Background: an optimization exercise with open tools, aiming at small area, a short achievable clock period and few clock cycles per item. Do not read the settings as production practice.
In this exercise RTL edits were held to simulation tests only and were not proved equivalent to the original.

== yarrow ==
## tap_mix
module tap_mix (
    input  wire        clk,
    input  wire        rst,
    input  wire        in_valid,
    output reg         in_ready,
    input  wire [31:0] a,
    input  wire [31:0] b,
    input  wire [31:0] frac,
    input  wire [31:0] x,
    input  wire [31:0] dw,
    output reg         out_valid,
    input  wire        out_ready,
    output reg  [31:0] y
);
    reg [31:0] a1, b1, f1, x1, d1;
    always @(posedge clk) begin
        a1 <= a; b1 <= b; f1 <= frac; x1 <= x; d1 <= dw;
    end
    wire [32:0] ua1, uf1, ux1, ud1;
    fp_unpack u_na (.a(a1), .u(ua1));
    fp_unpack u_nf (.a(f1), .u(uf1));
    fp_unpack u_nx (.a(x1), .u(ux1));
    fp_unpack u_nd (.a(d1), .u(ud1));
    wire        ds, dinc, dnan, dinf, dzero;
    wire [9:0]  de;
    wire [23:0] dm;
    fp_add #(.IU(0), .OF(0)) u_diff (
        .a({1'b0, b1}), .b({1'b0, ~a1[31], a1[30:0]}), .y(),
        .fs(ds), .fe(de), .fm(dm), .finc(dinc), .fnan(dnan), .finf(dinf), .fzero(dzero));
    wire [32:0] prod;
    fp_mul #(.FA(1)) u_fmul (
        .ua(33'd0), .as(ds), .ae(de), .am(dm), .ainc(dinc), .anan(dnan), .ainf(dinf), .azero(dzero),
        .b(uf1), .y(prod));
    wire        fz1 = (f1[30:0] == 31'd0);
    wire [32:0] p1  = fz1 ? {a1[31], 9'h100, 23'd0} : prod;
    wire [31:0] ws1;
    fp_wscale u_ws (.dw(d1), .ws(ws1));
    wire [32:0] uw1 = (ws1[30:23] == 8'd0) ? {ws1[31], 9'h100, 23'd0} : {ws1[31], 1'b0, ws1[30:0]};
    wire [32:0] dry1;
    fp_mul #(.FA(0)) u_dry (
        .ua(uw1), .as(1'b0), .ae(10'd0), .am(24'd0), .ainc(1'b0), .anan(1'b0), .ainf(1'b0), .azero(1'b0),
        .b(ux1), .y(dry1));
    reg [32:0] a2, p2, d2, r2;
    always @(posedge clk) begin
        a2 <= ua1; p2 <= p1; d2 <= ud1; r2 <= dry1;
    end
    wire        ts, tinc, tnan, tinf, tzero;
    wire [9:0]  te;
    wire [23:0] tm;
    fp_add #(.IU(1), .OF(0)) u_interp (
        .a(a2), .b(p2), .y(),
        .fs(ts), .fe(te), .fm(tm), .finc(tinc), .fnan(tnan), .finf(tinf), .fzero(tzero));
    wire [32:0] wet2;
    fp_mul #(.FA(1)) u_wet (
  ...
For scale: about 15000 cells after synthesis, ~200 I/O pins, ~97000 sq um of cells after synthesis.
Settings: LEC_CHECK=0, ABC_AREA=1, CAP_MARGIN=20, CORE_MARGIN=2, CORE_UTILIZATION=40, SLEW_MARGIN=20; clock period 115.0 ns.
standard.sh (not shown) runs the stock make flow with config.mk's settings and CLKGATE_MAP_FILE= SYNTH_SCRIPT=/design/flow/synth_recipe.tcl, a recipe that flattens the netlist after the stock synthesis.
==> flow/flow/run.sh <==
#!/bin/bash
set -euo pipefail
LIB=$FLOW_HOME/platforms/sky130hd/lib/sky130_fd_sc_hd__tt_025C_1v80.lib
YOSYS=$FLOW_HOME/../tools/install/yosys/bin/yosys
R=orfs/results/sky130hd/tap_mix/base

bash standard.sh synth > log_1_synth.txt 2>&1
cp $R/1_2_yosys.v synth_standard.v

python3 flow/invopt.py synth_standard.v resynth_in.v > log_2_invopt.txt 2>&1
python3 flow/libfunc.py $LIB resynth_cells.v sky130_fd_sc_hd__fa_1 sky130_fd_sc_hd__conb_1 > log_3_libfunc.txt 2>&1
printf 'set_driving_cell sky130_fd_sc_hd__buf_1\nset_load 5\n' > abc.constr
sed -e "s#@LIB@#$LIB#g" -e "s#@TOP@#$FLOW_TOP#g" flow/resynth.ys > resynth.ys
$YOSYS -s resynth.ys > log_4_resynth.txt 2>&1
cp resynth_out.v $R/1_2_yosys.v

bash standard.sh finish SETUP_SLACK_MARGIN=90 SKIP_GATE_CLONING=1 > log_5_finish.txt 2>&1
==> flow/flow/abc_resynth.script <==
strash
dch -f
amap
topo
stime -c
buffer -c -N 8
upsize -c -D 19000
dnsize -c -D 19000
stime -c
==> flow/flow/resynth.ys <==
# Re-map the combinational logic of the standard synthesis for area.  The
# flip-flops and full adders stay the cells the standard synthesis chose
# (with their names); every other cell is read back as its logic function
# (resynth_cells.v) and mapped again by ABC with flow/abc_resynth.script.
read_liberty -lib @LIB@
read_verilog -overwrite resynth_cells.v
read_verilog resynth_in.v
hierarchy -top @TOP@
flatten
opt_clean -purge
techmap
opt -fast
abc -script flow/abc_resynth.script -liberty @LIB@ -dont_use sky130_fd_sc_hd__probe_p_8 -dont_use sky130_fd_sc_hd__probec_p_8 -dont_use sky130_fd_sc_hd__lpflow_bleeder_1 -dont_use sky130_fd_sc_hd__lpflow_clkbufkapwr_1 -dont_use sky130_fd_sc_hd__lpflow_clkbufkapwr_16 -dont_use sky130_fd_sc_hd__lpflow_clkbufkapwr_2 -dont_use sky130_fd_sc_hd__lpflow_clkbufkapwr_4 -dont_use sky130_fd_sc_hd__lpflow_clkbufkapwr_8 -dont_use sky130_fd_sc_hd__lpflow_clkinvkapwr_1 -dont_use sky130_fd_sc_hd__lpflow_clkinvkapwr_16 -dont_use sky130_fd_sc_hd__lpflow_clkinvkapwr_2 -dont_use sky130_fd_sc_hd__lpflow_clkinvkapwr_4 -dont_use sky130_fd_sc_hd__lpflow_clkinvkapwr_8 -dont_use sky130_fd_sc_hd__lpflow_decapkapwr_12 -dont_use sky130_fd_sc_hd__lpflow_decapkapwr_3 -dont_use sky130_fd_sc_hd__lpflow_decapkapwr_4 -dont_use sky130_fd_sc_hd__lpflow_decapkapwr_6 -dont_use sky130_fd_sc_hd__lpflow_decapkapwr_8 -dont_use sky130_fd_sc_hd__lpflow_inputiso0n_1 -dont_use sky130_fd_sc_hd__lpflow_inputiso0p_1 -dont_use sky130_fd_sc_hd__lpflow_inputiso1n_1 -dont_use sky130_fd_sc_hd__lpflow_inputiso1p_1 -dont_use sky130_fd_sc_hd__lpflow_inputisolatch_1 -dont_use sky130_fd_sc_hd__lpflow_isobufsrc_1 -dont_use sky130_fd_sc_hd__lpflow_isobufsrc_16 -dont_use sky130_fd_sc_hd__lpflow_isobufsrc_2 -dont_use sky130_fd_sc_hd__lpflow_isobufsrc_4 -dont_use sky130_fd_sc_hd__lpflow_isobufsrc_8 -dont_use sky130_fd_sc_hd__lpflow_isobufsrckapwr_16 -dont_use sky130_fd_sc_hd__lpflow_lsbuf_lh_hl_isowell_tap_1 -dont_use sky130_fd_sc_hd__lpflow_lsbuf_lh_hl_isowell_tap_2 -dont_use sky130_fd_sc_hd__lpflow_lsbuf_lh_hl_isowell_tap_4 -dont_use sky130_fd_sc_hd__lpflow_lsbuf_lh_isowell_4 -dont_use sky130_fd_sc_hd__lpflow_lsbuf_lh_isowell_tap_1 -dont_use sky130_fd_sc_hd__lpflow_lsbuf_lh_isowell_tap_2 -dont_use sky130_fd_sc_hd__lpflow_lsbuf_lh_isowell_tap_4 -dont_use sky130_fd_sc_hd__fill_1 -dont_use sky130_fd_sc_hd__fill_2 -dont_use sky130_fd_sc_hd__fill_4 -dont_use sky130_fd_sc_hd__fill_8  -constr abc.constr
opt_clean -purge
hierarchy -top @TOP@
read_liberty -lib -overwrite @LIB@
hilomap -singleton -hicell sky130_fd_sc_hd__conb_1 HI -locell sky130_fd_sc_hd__conb_1 LO
splitnets
opt_clean -purge
insbuf -buf sky130_fd_sc_hd__buf_4 A X
check -assert
stat -liberty @LIB@
write_verilog -noattr -nohex -nodec resynth_out.v
Other scripts of this flow, unchanged in this note and not shown: flow/flow/invopt.py, flow/flow/libfunc.py
yarrow did not stop at any stage, and its layout met the timing, design-rule and antenna checks.
Testbench counts of yarrow, summed over its fixed seeds: cycles 12,032, items 12,000.
Relative to yarrow, the following input files were edited for cedar:
- CORE_UTILIZATION now 55, was 40
-- flow/flow/run.sh --
<<< yarrow, line 17
bash standard.sh finish SETUP_SLACK_MARGIN=90 SKIP_GATE_CLONING=1 > log_5_finish.txt 2>&1
>>> cedar, line 17
bash standard.sh finish SETUP_SLACK_MARGIN=89.5 SKIP_GATE_CLONING=1 \
    'BUFFER_PORTS_ARGS=-buffer_cell sky130_fd_sc_hd__buf_2' > log_5_finish.txt 2>&1
==> flow/flow/abc_resynth.script <==
strash
dc2
dch -f
map -B 0.9
topo
stime -c
-- flow/flow/resynth.ys --
<<< yarrow, line 1
# Re-map the combinational logic of the standard synthesis for area.  The
>>> cedar, line 1
# Re-map the combinational logic of the standard synthesis.  The
==> summary.txt <==
Of cedar and yarrow, the lower met2 capacity usage during global routing belongs to yarrow. In cedar the clock period minus final worst setup slack turned out 2880 ps lower than in yarrow. Summary: with yarrow as the reference, half-perimeter wire length after placement in cedar moved down slightly. Comparing cedar and yarrow, pin count of the biggest net entering global routing is lower on yarrow. When the final numbers for cedar and yarrow were put side by side, the final worst-path cycle share turned out to be smaller in cedar.
#### Input delta (xenon over cedar)
- CORE_UTILIZATION now 40, was 55
-- flow/flow/run.sh --
<<< cedar, line 17
bash standard.sh finish SETUP_SLACK_MARGIN=89.5 SKIP_GATE_CLONING=1 \
    'BUFFER_PORTS_ARGS=-buffer_cell sky130_fd_sc_hd__buf_2' > log_5_finish.txt 2>&1
>>> xenon, line 17
bash standard.sh finish SETUP_SLACK_MARGIN=90 SKIP_GATE_CLONING=1 > log_5_finish.txt 2>&1
==> flow/flow/abc_resynth.script <==
strash
dch -f
amap
topo
stime -c
-- flow/flow/resynth.ys --
<<< cedar, line 1
# Re-map the combinational logic of the standard synthesis.  The
>>> xenon, line 1
# Re-map the combinational logic of the standard synthesis for area.  The
==> summary.txt <==
Diff cedar and xenon: horizontal extent of the die lower in cedar. Compared with cedar, xenon shows a higher number of vias per cell after detailed routing. Synthesized area (xenon vs. cedar) decreases by a little under 10%. In the final reports, the cell area of xenon is larger than that of cedar. Delta(clock network area share, xenon - cedar) < 0. Compared with cedar, xenon shows first-pass GRT wire length that has gone up by a little under 10%. Run comparison: cedar capturing instance or port of the critical path y[29]; xenon capturing instance or port of the critical path p2[2]. In xenon the via count of the first global-routing pass turned out 1.8% higher than in cedar.
Here is what was changed in the inputs of juniper compared with xenon.
- CORE_UTILIZATION changed from 40 to 55
-- flow/flow/run.sh --
<<< xenon, line 17
bash standard.sh finish SETUP_SLACK_MARGIN=90 SKIP_GATE_CLONING=1 > log_5_finish.txt 2>&1
>>> juniper, line 17
bash standard.sh finish SETUP_SLACK_MARGIN=88 SKIP_GATE_CLONING=1 \
    'BUFFER_PORTS_ARGS=-buffer_cell sky130_fd_sc_hd__buf_2' > log_5_finish.txt 2>&1
==> flow/flow/abc_resynth.script <==
strash
dch -f
amap
topo
stime -c
buffer -c -N 8
upsize -c -D 19000
dnsize -c -D 19000
stime -c
-- flow/flow/resynth.ys --
<<< xenon, line 1
# Re-map the combinational logic of the standard synthesis for area.  The
>>> juniper, line 1
# Re-map the combinational logic of the standard synthesis.  The
==> summary.txt <==
[juniper] HPWL after detailed placement rose 3.1 mm relative to xenon. Synthesis-to-finish area growth (higher): xenon. When the final numbers for xenon and juniper were put side by side, the initial detailed-routing violation count turned out to be smaller in xenon. Lower initial core utilization was reported by xenon, not juniper. xenon → juniper: wire length on met1 -about 12%, non-clock buffer count -22%, final-layout clock buffer total -4. Measured against each other, xenon and juniper differ in number of antenna violations at the first check in global routing, the lower figure coming from juniper. Relative to xenon, share of the final layout cell area in multi-input gates has increased by 2.4 points in juniper.
[inputs] maple vs juniper
-- flow/flow/run.sh --
<<< juniper, line 17
bash standard.sh finish SETUP_SLACK_MARGIN=88 SKIP_GATE_CLONING=1 \
>>> maple, line 17
bash standard.sh finish SETUP_SLACK_MARGIN=89.5 SKIP_GATE_CLONING=1 \
==> flow/flow/abc_resynth.script <==
strash
dch
map -B 0.9
topo
stime -c
buffer -c
upsize -c
dnsize -c
Results
Going from juniper to maple, area used by sequential logic in the layout shrinks by about 0.4%.
Wire length of the first global-routing pass, maple vs juniper: down slightly
[maple vs juniper] critical path data required time: lower in maple
Summary: with juniper as the reference, largest net degree at the start of global routing in maple moved up by more than a quarter.
Global routing met1 resource utilization is higher on juniper
Row sequential share of cell area: maple lower / juniper higher
maple drops fewer vias than juniper.
### maple -> raven
- CORE_UTILIZATION: 55 -> 62
==> flow/flow/abc_resynth.script <==
strash
dc2
dch -f
map -B 0.9
topo
stime -c
### Flow results
- The number of buffers created by CTS reported for raven is smaller than that of maple by 1.
- From maple to raven the numbers moved as follows: achievable clock frequency saw little to no change, sequential share of layout area saw an increase.
- met4 as the highest signal layer in the routed design was reported by maple, and met5 by raven.
- Setup slack in raven is 36 ps lower than in maple
- Between maple and raven, the die area is lower for raven.
- Looking at source-to-sink clock delay at the later pin of the worst-skew pair, raven sits 30 ps below maple.
- Re max-slew violation count: no difference whatsoever between raven and maple.
- Sort maple and raven by global-route usage desc -> top: raven

-- separate check: timing with driven ports --
No port has a modelled driver above. Below, the same layouts with a new extraction and two added sets of constraints.
Step 1 sets driving cells, clkbuf_16 on the clock port and buf_2 on the other inputs (assumed; they add their load-dependent delay and slew).
Step 2 adds t to the input delays and takes it off the output delays; t is the mean of the earliest and latest rising clock arrival at the registers after step 1. Input paths then give back, and output paths get back, about the clock's delay inside the block.
a / b / c = ideal / step 1 / step 2; a / b = the first two.
run | t (ns) | setup WS [ns] | worst hold slack (ns) | worst register clock-pin slew, ns | worst data-port slew with drivers (ns)
yarrow | 0.821 | 87.808 / 87.808 / 87.808 | 0.317 / 0.317 / 0.317 | 0.09 / 0.09 | 0.21
cedar | 0.814 | 90.687 / 90.594 / 90.446 | 0.316 / 0.316 / 0.316 | 0.09 / 0.09 | 0.16
xenon | 0.782 | 87.179 / 87.179 / 87.179 | 0.324 / 0.324 / 0.324 | 0.07 / 0.07 | 0.23
juniper | 0.830 | 87.075 / 87.075 / 87.075 | 0.322 / 0.322 / 0.322 | 0.07 / 0.07 | 0.05
maple | 0.822 | 90.728 / 90.626 / 90.538 | 0.313 / 0.313 / 0.313 | 0.08 / 0.08 | 0.05
raven | 0.803 | 90.692 / 90.602 / 90.497 | 0.326 / 0.326 / 0.326 | 0.08 / 0.08 | 0.09
After both steps setup and hold are still met in every run listed. The setup slack of cedar, which loses most, moves by -0.093 ns with the drivers and by -0.241 ns with both steps.
